Source: an optimization exercise on an open RTL-to-GDS flow (aim: small area, a short achievable clock period and few clock cycles). Production flows keep margins and buffers that such runs may drop.
In this exercise RTL edits were held to simulation tests only and were not proved equivalent to the original.
Power and IR drop assume default switching activity.

Setup of v30:
Design frame_codec, start of the top module:
module frame_codec (
    input  wire       clk,
    input  wire       rst,
    input  wire       enc_valid,
    input  wire [7:0] enc_data,
    output wire       enc_ready,
    output wire       tx_valid,
    output wire [7:0] tx_data,
    output wire       tx_last,
    input  wire       tx_ready,
    input  wire       rx_valid,
    input  wire [7:0] rx_data,
    input  wire       rx_last,
    output wire       rx_ready,
    output wire       body_valid,
    output wire [7:0] body_data,
    input  wire       body_ready,
    output wire       res_valid,
    output wire [2:0] res_cause,
    input  wire       res_ready
);
clock: 4.0 ns
lec_check: 0
abc_area: 1
abc_clock_period_in_ps: 2000
cap_margin: 20
core_margin: 2
core_utilization: 40
setup_slack_margin: 1.9
slew_margin: 20
buffer_ports_args: -buffer_cell sky130_fd_sc_hd__buf_1
cts_args: -sink_clustering_enable -repair_clock_nets -buf_list sky130_fd_sc_hd__clkbuf_8 -dont_use_dummy_load
standard.sh (not shown) runs the stock make flow with config.mk's settings and CLKGATE_MAP_FILE= SYNTH_SCRIPT=/design/flow/synth_recipe.tcl, a recipe that flattens the netlist after the stock synthesis.
==> flow/flow/run.sh <==
#!/bin/bash
# Standard ORFS layout with small port buffers and no CTS dummy loads.
set -euo pipefail
cat >> config.mk <<'CFG'
export BUFFER_PORTS_ARGS = -buffer_cell sky130_fd_sc_hd__buf_1
export CTS_ARGS = -sink_clustering_enable -repair_clock_nets -buf_list sky130_fd_sc_hd__clkbuf_8 -dont_use_dummy_load
CFG
bash standard.sh > standard.log 2>&1
v30 ran to completion and came out clean on the timing, design-rule and antenna checks.
Testbench counts of v30, summed over its fixed seeds: cycles 4,443.
Input-level comparison between v37 and v30:
Settings: swapping 1.9 for 2.2 in SETUP_SLACK_MARGIN.
- v37 has completed all stages; timing, DRC and antenna checks passed.
- Against v30, v37 comes in 2.2 points higher on power share of the combinational group.
- [v37] via count of the routed design rose 3.0% relative to v30
- Changes observed in v37 relative to v30: combinational power went up, count of buffering cells on the critical path with inverters included went up.
[inputs] v38 vs v37
Settings: a change of ABC_CLOCK_PERIOD_IN_PS from 2000 to 1600; a change of SETUP_SLACK_MARGIN from 2.2 to 2.35.
==> comparison <==
[compare] base=v37 new=v38: post-cts resize count now larger, final design instance area without fill increased about 12%, critical path depth increased by 3 relative to the old numbers.
Changes in v49 relative to v38:
Settings: changing SETUP_SLACK_MARGIN from 2.35 to 2.1; changing ABC_AREA from 1 to 0; changing ABC_CLOCK_PERIOD_IN_PS from 1600 to 2000.
Notes after the runs:
In v49 relative to v38, first-pass GRT wire length had gone down by a few percent. Cmp v49 vs v38: post-synthesis simple-gate area fraction lower in v49. Looking at worst hold slack, v49 sits 0.018 ns above v38.
Here is what was changed in the inputs of v56 compared with v49.
Settings: ABC_AREA now 1, was 0.
### Flow results
Changes observed in v56 relative to v49: worst setup slack shows an increase of 0.27 ns; wire length of the first global-routing pass shows a reduction of 0.55%.
The final layout from v49, which completed every stage, passed the timing, design-rule and antenna checks at the end of the flow.
v56 completed end to end with timing, DRC and antenna clean.
Side by side, worst slack at placement turned out higher in v56 than in v49.
Comparing v49 and v56, the lower cell count of the worst reg-to-reg path is on v49.

========
## run a
frame_codec, a different RTL version from the one above (not shown whole).
For scale: roughly 110 flip-flops, about 49 I/O pins, roughly 4900 um^2 of cells after synthesis.
==> flow/config.mk <==
export PLATFORM = sky130hd
export DESIGN_NAME = frame_codec
export DESIGN_NICKNAME = frame_codec
export VERILOG_FILES = /design/flow/design.v
export SDC_FILE = /design/flow/constraint.sdc
export NUM_CORES = 4
export LEC_CHECK = 0
export ABC_AREA = 1
export ABC_CLOCK_PERIOD_IN_PS = 2000
export CAP_MARGIN = 20
export CORE_MARGIN = 2
export CORE_UTILIZATION = 40
export SETUP_SLACK_MARGIN = 2.3
export SLEW_MARGIN = 20
export TNS_END_PERCENT = 100
export BUFFER_PORTS_ARGS = -buffer_cell sky130_fd_sc_hd__buf_1
export CTS_ARGS = -sink_clustering_enable -repair_clock_nets -buf_list sky130_fd_sc_hd__clkbuf_8 -dont_use_dummy_load
==> flow/constraint.sdc <==
create_clock -name core_clock -period 4.0 [get_ports {clk}]
set_input_delay 0.8000 -clock core_clock [delete_from_list [all_inputs] [get_ports {clk}]]
set_output_delay 0.8000 -clock core_clock [all_outputs]
set_load 0.01 [all_outputs]
==> flow/flow/run.sh <==
#!/bin/bash
# Standard ORFS layout with three changes:
#  - synthesis is the standard flow's own script, except that the ABC mapping step runs
#    flow/deep.abc (deeper AIG optimisation, area mapping) in place of
#    abc_area.script; registers are mapped before ABC and are untouched,
#  - the port buffers are inserted as small buf_1 cells (the resizer still
#    upsizes any that timing needs),
#  - clock tree synthesis with clkbuf_8 and no dummy loads.
# Each tool's log is under orfs/logs; make's output is in standard.log.
set -euo pipefail
cat >> config.mk <<'CFG'
export BUFFER_PORTS_ARGS = -buffer_cell sky130_fd_sc_hd__buf_1
export CTS_ARGS = -sink_clustering_enable -repair_clock_nets -buf_list sky130_fd_sc_hd__clkbuf_8 -dont_use_dummy_load
CFG
export MY_ABC_SCRIPT="$PWD/flow/deep.abc"
{
  cat <<'TCL'
proc abc {args} {
  set i [lsearch -exact $args -script]
  if {$i >= 0} { set args [lreplace $args [expr {$i+1}] [expr {$i+1}] $::env(MY_ABC_SCRIPT)] }
  yosys abc {*}$args
}
TCL
  cat synth_recipe.tcl
} > my_synth.tcl
sed "s|SYNTH_SCRIPT=[^ ]*synth_recipe.tcl|SYNTH_SCRIPT=$PWD/my_synth.tcl|" standard.sh > my_standard.sh
grep -q "SYNTH_SCRIPT=$PWD/my_synth.tcl" my_standard.sh
bash my_standard.sh > standard.log 2>&1
==> flow/flow/deep.abc <==
strash
&get -n
&deepsyn -T 60
&put
dch -f
map -a
topo
stime -c
buffer -c
upsize -c
dnsize -c
Testbench counts of run a, summed over its fixed seeds: cycles 4,443.
Changes in run b relative to run a:
Settings: TNS_END_PERCENT: 100 -> 0.
==> flow/flow/run.sh <==
#!/bin/bash
# Standard ORFS layout with small port buffers and no CTS dummy loads.
set -euo pipefail
cat >> config.mk <<'CFG'
export BUFFER_PORTS_ARGS = -buffer_cell sky130_fd_sc_hd__buf_1
export CTS_ARGS = -sink_clustering_enable -repair_clock_nets -buf_list sky130_fd_sc_hd__clkbuf_8 -dont_use_dummy_load
CFG
bash standard.sh > standard.log 2>&1
removed: flow/flow/deep.abc
### Flow results
- Run b: flow completed, timing, DRC and antenna clean
- For run b, the cell at the slowest stage of the critical path was buf_4, unlike run a, where it was a221o_1.
- Run b against run a: minimum clock period after layout moved down; via count increased 432; endpoint required time on the critical path has decreased.

========
## run 1
The RTL this note starts from:
==> flow/design.v <==
module crc16_serial (
    input  wire [15:0] crc,
    input  wire [7:0]  din,
    output wire [15:0] nxt
);
    wire [7:0] x0 = crc[15:8] ^ din;
    wire [7:0] x  = x0 ^ {4'h0, x0[7:4]};
    assign nxt = {crc[7:0], 8'h00} ^ {x[3:0], 12'h000} ^ {3'b000, x, 5'b00000} ^ {8'h00, x};
endmodule
module frame_encoder (
    input  wire       clk,
    input  wire       rst,
    input  wire       in_valid,
    input  wire [7:0] in_data,
    output wire       in_ready,
    output wire       tx_valid,
    output wire [7:0] tx_data,
    output wire       tx_last,
    input  wire       tx_ready
);
    localparam [7:0] START = 8'h7E;
    localparam [7:0] ESC   = 8'h7D;
    localparam [2:0] E_START = 3'd0,
                     E_OP    = 3'd1,
                     E_LEN   = 3'd2,
                     E_PAY   = 3'd3,
                     E_CRCL  = 3'd4,
                     E_CRCH  = 3'd5;
    reg  [2:0]  state;
    reg  [7:0]  remain;      
    reg         escd;        
    reg  [15:0] crc;
    wire [15:0] crc_nxt;
    crc16_serial u_crc (.crc(crc), .din(in_data), .nxt(crc_nxt));
    wire body_state = (state == E_OP) || (state == E_LEN) || (state == E_PAY);
    wire crc_state  = (state == E_CRCL) || (state == E_CRCH);
    wire [7:0] src = body_state         ? in_data  :
                     (state == E_CRCL)  ? crc[7:0] :
                     (state == E_CRCH)  ? crc[15:8] : START;
    wire need_esc  = !escd && (body_state || crc_state) &&
                     (src[7:2] == 6'b011111) && (src[1] ^ src[0]);
    assign tx_valid = crc_state || in_valid;
    assign tx_data  = {src[7:2], src[1] & !need_esc, src[0] | need_esc};
    assign tx_last  = (state == E_CRCH) && !need_esc;
    assign in_ready = body_state && tx_ready && !need_esc;
    wire move = tx_valid && tx_ready;
    always @(posedge clk) begin
        if (state == E_START)
            crc <= 16'h0000;
        else if (move && body_state && !need_esc)
            crc <= crc_nxt;
    end
    always @(posedge clk) begin
        if (move && state == E_LEN)
            remain <= in_data;
        else if (move && state == E_PAY && !need_esc)
            remain <= remain - 8'd1;
    end
    always @(posedge clk) begin
        if (rst) begin
            state <= E_START;
            escd  <= 1'b0;
        end else if (move) begin
            escd <= need_esc;
            if (!need_esc) begin
                case (state)
                E_START: state <= E_OP;
                E_OP:    state <= E_LEN;
                E_LEN:   state <= (in_data == 8'd0) ? E_CRCL : E_PAY;
                E_PAY:   if (remain == 8'd1) state <= E_CRCL;
                E_CRCL:  state <= E_CRCH;
                default: state <= E_START;
                endcase
            end
        end
    end
endmodule
module frame_decoder (
    input  wire       clk,
    input  wire       rst,
    input  wire       rx_valid,
    input  wire [7:0] rx_data,
    input  wire       rx_last,
    output wire       rx_ready,
    output wire       body_valid,
    output wire [7:0] body_data,
    input  wire       body_ready,
    output reg        res_valid,
    output reg  [2:0] res_cause,
    input  wire       res_ready
);
    localparam [7:0] START = 8'h7E;
    localparam [7:0] ESC   = 8'h7D;
    localparam [2:0] C_OK     = 3'd0,
                     C_MARKER = 3'd1,
                     C_TRUNC  = 3'd2,
                     C_LENGTH = 3'd3,
                     C_CRC    = 3'd4;
    localparam [3:0] D_START = 4'd0,
                     D_OP    = 4'd1,
                     D_LEN   = 4'd2,
                     D_PAY   = 4'd3,
                     D_CRCL  = 4'd4,
                     D_CRCH  = 4'd5,
                     D_DONE  = 4'd6,
                     D_EMARK = 4'd7,
                     D_ECRC  = 4'd8,
                     D_ELEN  = 4'd9;
    reg  [3:0]  dph;
    reg         escf;
    reg  [7:0]  remain;      
    reg         lo_ok;       
    reg  [15:0] crc;
    wire [15:0] crc_nxt;
    crc16_serial u_crc (.crc(crc), .din(rx_data), .nxt(crc_nxt));
    wire in_frame   = (dph == D_OP) || (dph == D_LEN) || (dph == D_PAY) ||
                      (dph == D_CRCL) || (dph == D_CRCH);
    wire is_esc     = (rx_data == ESC);
    wire is_content = in_frame && (escf || !is_esc);
    wire body_ph    = (dph == D_OP) || (dph == D_LEN) || (dph == D_PAY);
    wire is_body    = body_ph && (escf || !is_esc);
    wire hold       = rx_last && res_valid;
    assign body_valid = rx_valid && is_body && !hold;
    assign body_data  = rx_data;
    assign rx_ready   = !hold && (!is_body || body_ready);
    wire   take       = rx_valid && rx_ready;
    wire hi_ok = (crc[15:8] == rx_data);
    reg [3:0] dph_nxt;
    always @(*) begin
        dph_nxt = dph;
        case (dph)
        D_START: dph_nxt = (rx_data == START) ? D_OP : D_EMARK;
        D_OP:    if (is_content) dph_nxt = D_LEN;
        D_LEN:   if (is_content) dph_nxt = (rx_data == 8'd0) ? D_CRCL : D_PAY;
        D_PAY:   if (is_content && remain == 8'd1) dph_nxt = D_CRCL;
        D_CRCL:  if (is_content) dph_nxt = D_CRCH;
        D_CRCH:  if (is_content) dph_nxt = (lo_ok && hi_ok) ? D_DONE : D_ECRC;
        D_DONE:  dph_nxt = D_ELEN;
        default: ;
        endcase
    end
    reg [2:0] cause_nxt;
    always @(*) begin
        case (dph_nxt)
        D_DONE:  cause_nxt = C_OK;
        D_EMARK: cause_nxt = C_MARKER;
        D_ELEN:  cause_nxt = C_LENGTH;
        D_ECRC:  cause_nxt = C_CRC;
        default: cause_nxt = C_TRUNC;
        endcase
    end
    always @(posedge clk) begin
        if (dph == D_START)
            crc <= 16'h0000;
        else if (take && is_body)
            crc <= crc_nxt;
    end
    always @(posedge clk) begin
        if (take && is_content) begin
            if (dph == D_LEN) remain <= rx_data;
            else if (dph == D_PAY) remain <= remain - 8'd1;
            lo_ok <= (crc[7:0] == rx_data);
        end
    end
    always @(posedge clk) begin
        if (rst) begin
            dph       <= D_START;
            escf      <= 1'b0;
            res_valid <= 1'b0;
            res_cause <= C_OK;
        end else begin
            if (res_valid && res_ready) res_valid <= 1'b0;
            if (take) begin
                escf <= in_frame && !escf && is_esc;
                if (rx_last) begin
                    res_valid <= 1'b1;
                    res_cause <= cause_nxt;
                    dph       <= D_START;
                end else begin
                    dph       <= dph_nxt;
                end
            end
        end
    end
endmodule
module frame_codec (
    input  wire       clk,
    input  wire       rst,
    input  wire       enc_valid,
    input  wire [7:0] enc_data,
    output wire       enc_ready,
    output wire       tx_valid,
    output wire [7:0] tx_data,
    output wire       tx_last,
    input  wire       tx_ready,
    input  wire       rx_valid,
    input  wire [7:0] rx_data,
    input  wire       rx_last,
    output wire       rx_ready,
    output wire       body_valid,
    output wire [7:0] body_data,
    input  wire       body_ready,
    output wire       res_valid,
    output wire [2:0] res_cause,
    input  wire       res_ready
);
    frame_encoder u_enc (
        .clk(clk), .rst(rst),
        .in_valid(enc_valid), .in_data(enc_data), .in_ready(enc_ready),
        .tx_valid(tx_valid), .tx_data(tx_data), .tx_last(tx_last),
        .tx_ready(tx_ready)
    );
    frame_decoder u_dec (
        .clk(clk), .rst(rst),
        .rx_valid(rx_valid), .rx_data(rx_data), .rx_last(rx_last),
        .rx_ready(rx_ready),
        .body_valid(body_valid), .body_data(body_data), .body_ready(body_ready),
        .res_valid(res_valid), .res_cause(res_cause), .res_ready(res_ready)
    );
endmodule
==> flow/config.mk <==
export PLATFORM = sky130hd
export DESIGN_NAME = frame_codec
export DESIGN_NICKNAME = frame_codec
export VERILOG_FILES = /design/flow/design.v
export SDC_FILE = /design/flow/constraint.sdc
export NUM_CORES = 4
export LEC_CHECK = 0
export CAP_MARGIN = 20
export CORE_MARGIN = 2
export CORE_UTILIZATION = 40
export SETUP_SLACK_MARGIN = 1.8
export SLEW_MARGIN = 20
==> flow/constraint.sdc <==
create_clock -name core_clock -period 4.0 [get_ports {clk}]
set_input_delay 0.8000 -clock core_clock [delete_from_list [all_inputs] [get_ports {clk}]]
set_output_delay 0.8000 -clock core_clock [all_outputs]
set_load 0.01 [all_outputs]
run.sh (not shown) runs the stock make flow with config.mk's settings and CLKGATE_MAP_FILE= SYNTH_SCRIPT=/design/flow/synth_recipe.tcl, a recipe that flattens the netlist after the stock synthesis.
Stock flow here: none of the scripts above is used.
Run 1 | stages: all done | timing, DRC, antenna: all pass
Testbench counts of run 1, summed over its fixed seeds: cycles 4,439.
Input changes introduced in run 2 (baseline for comparison: run 1):
- SETUP_SLACK_MARGIN changed from 1.8 to 1.2
- ABC_CLOCK_PERIOD_IN_PS newly set to 2000
Run 2 was carried through to the last stage, and its layout satisfied the timing, design-rule and antenna checks.
Met2 routing resource usage after global routing, run 1 and run 2: larger value in run 1
Side by side, non-clock buffer area fraction after layout turned out lower in run 2 than in run 1.
Maximum achievable frequency for run 2 is lower than for run 1.
Input changes introduced in run 3 (baseline for comparison: run 2):
- SETUP_SLACK_MARGIN: 1.2 -> unset
- ABC_CLOCK_PERIOD_IN_PS: 2000 -> unset
Findings:
Run 3 finished every step from synthesis to the final layout, and the layout passed the timing, design-rule and antenna checks.
Row routed length on met3: run 3 lower / run 2 higher
Looking only at shortest clock period the worst path allows after layout, and setting everything else aside, the higher value of run 3 and run 2 goes to run 3.
Of run 3 and run 2, run 2 shows the lower maximum VDD drop, with run 3 above it.

-- separate check: timing with driven ports --
Ports are ideal in the flow. The routed layouts listed here were re-timed in OpenROAD. Step 1 assumes that a clkbuf_16 drives the clock port and a buf_2 every other input. Step 2 adds t to the input delays and takes it off the output delays; t is the mean of the earliest and latest rising clock arrival at the registers after step 1. Input paths then give back, and output paths get back, about the clock's delay inside the block. Three values: ideal ports, drivers, drivers and shift; two values: the first two.
| run | shift t [ns] | setup slack, ns | hold slack, ns | worst setup path at the end | clock arrival spread, ns |
|---|---|---|---|---|---|
| v30 | 0.410 | 2.026 / 2.043 / 1.633 | 0.456 / 0.456 / 0.456 | input to register | 0.026 / 0.026 |
| v37 | 0.417 | 2.213 / 2.221 / 1.804 | 0.461 / 0.461 / 0.461 | input to register | 0.029 / 0.029 |
| v38 | 0.421 | 2.213 / 2.201 / 1.784 | 0.451 / 0.451 / 0.451 | input to register | 0.033 / 0.034 |
| v49 | 0.413 | 1.881 / 1.863 / 1.450 | 0.469 / 0.469 / 0.469 | input to register | 0.017 / 0.017 |
| v56 | 0.406 | 2.154 / 2.166 / 1.760 | 0.464 / 0.464 / 0.464 | input to register | 0.023 / 0.023 |
| run a | 0.399 | 2.043 / 2.028 / 1.629 | 0.458 / 0.458 / 0.458 | input to register | 0.021 / 0.022 |
| run b | 0.402 | 2.268 / 2.249 / 1.849 | 0.461 / 0.461 / 0.461 | input to register | 0.021 / 0.021 |
| run 1 | 0.369 | 1.063 / 1.030 / 0.925 | 0.461 / 0.461 / 0.461 | input to register | 0.013 / 0.014 |
| run 2 | 0.364 | 0.992 / 0.972 / 0.897 | 0.460 / 0.460 / 0.460 | input to register | 0.011 / 0.011 |
| run 3 | 0.377 | 0.196 / 0.174 / 0.174 | 0.458 / 0.458 / 0.458 | input to output | 0.011 / 0.012 |
After both steps setup and hold are still met in every run listed. The setup slack of v49, which loses most, moves by -0.018 ns with the drivers and by -0.431 ns with both steps.
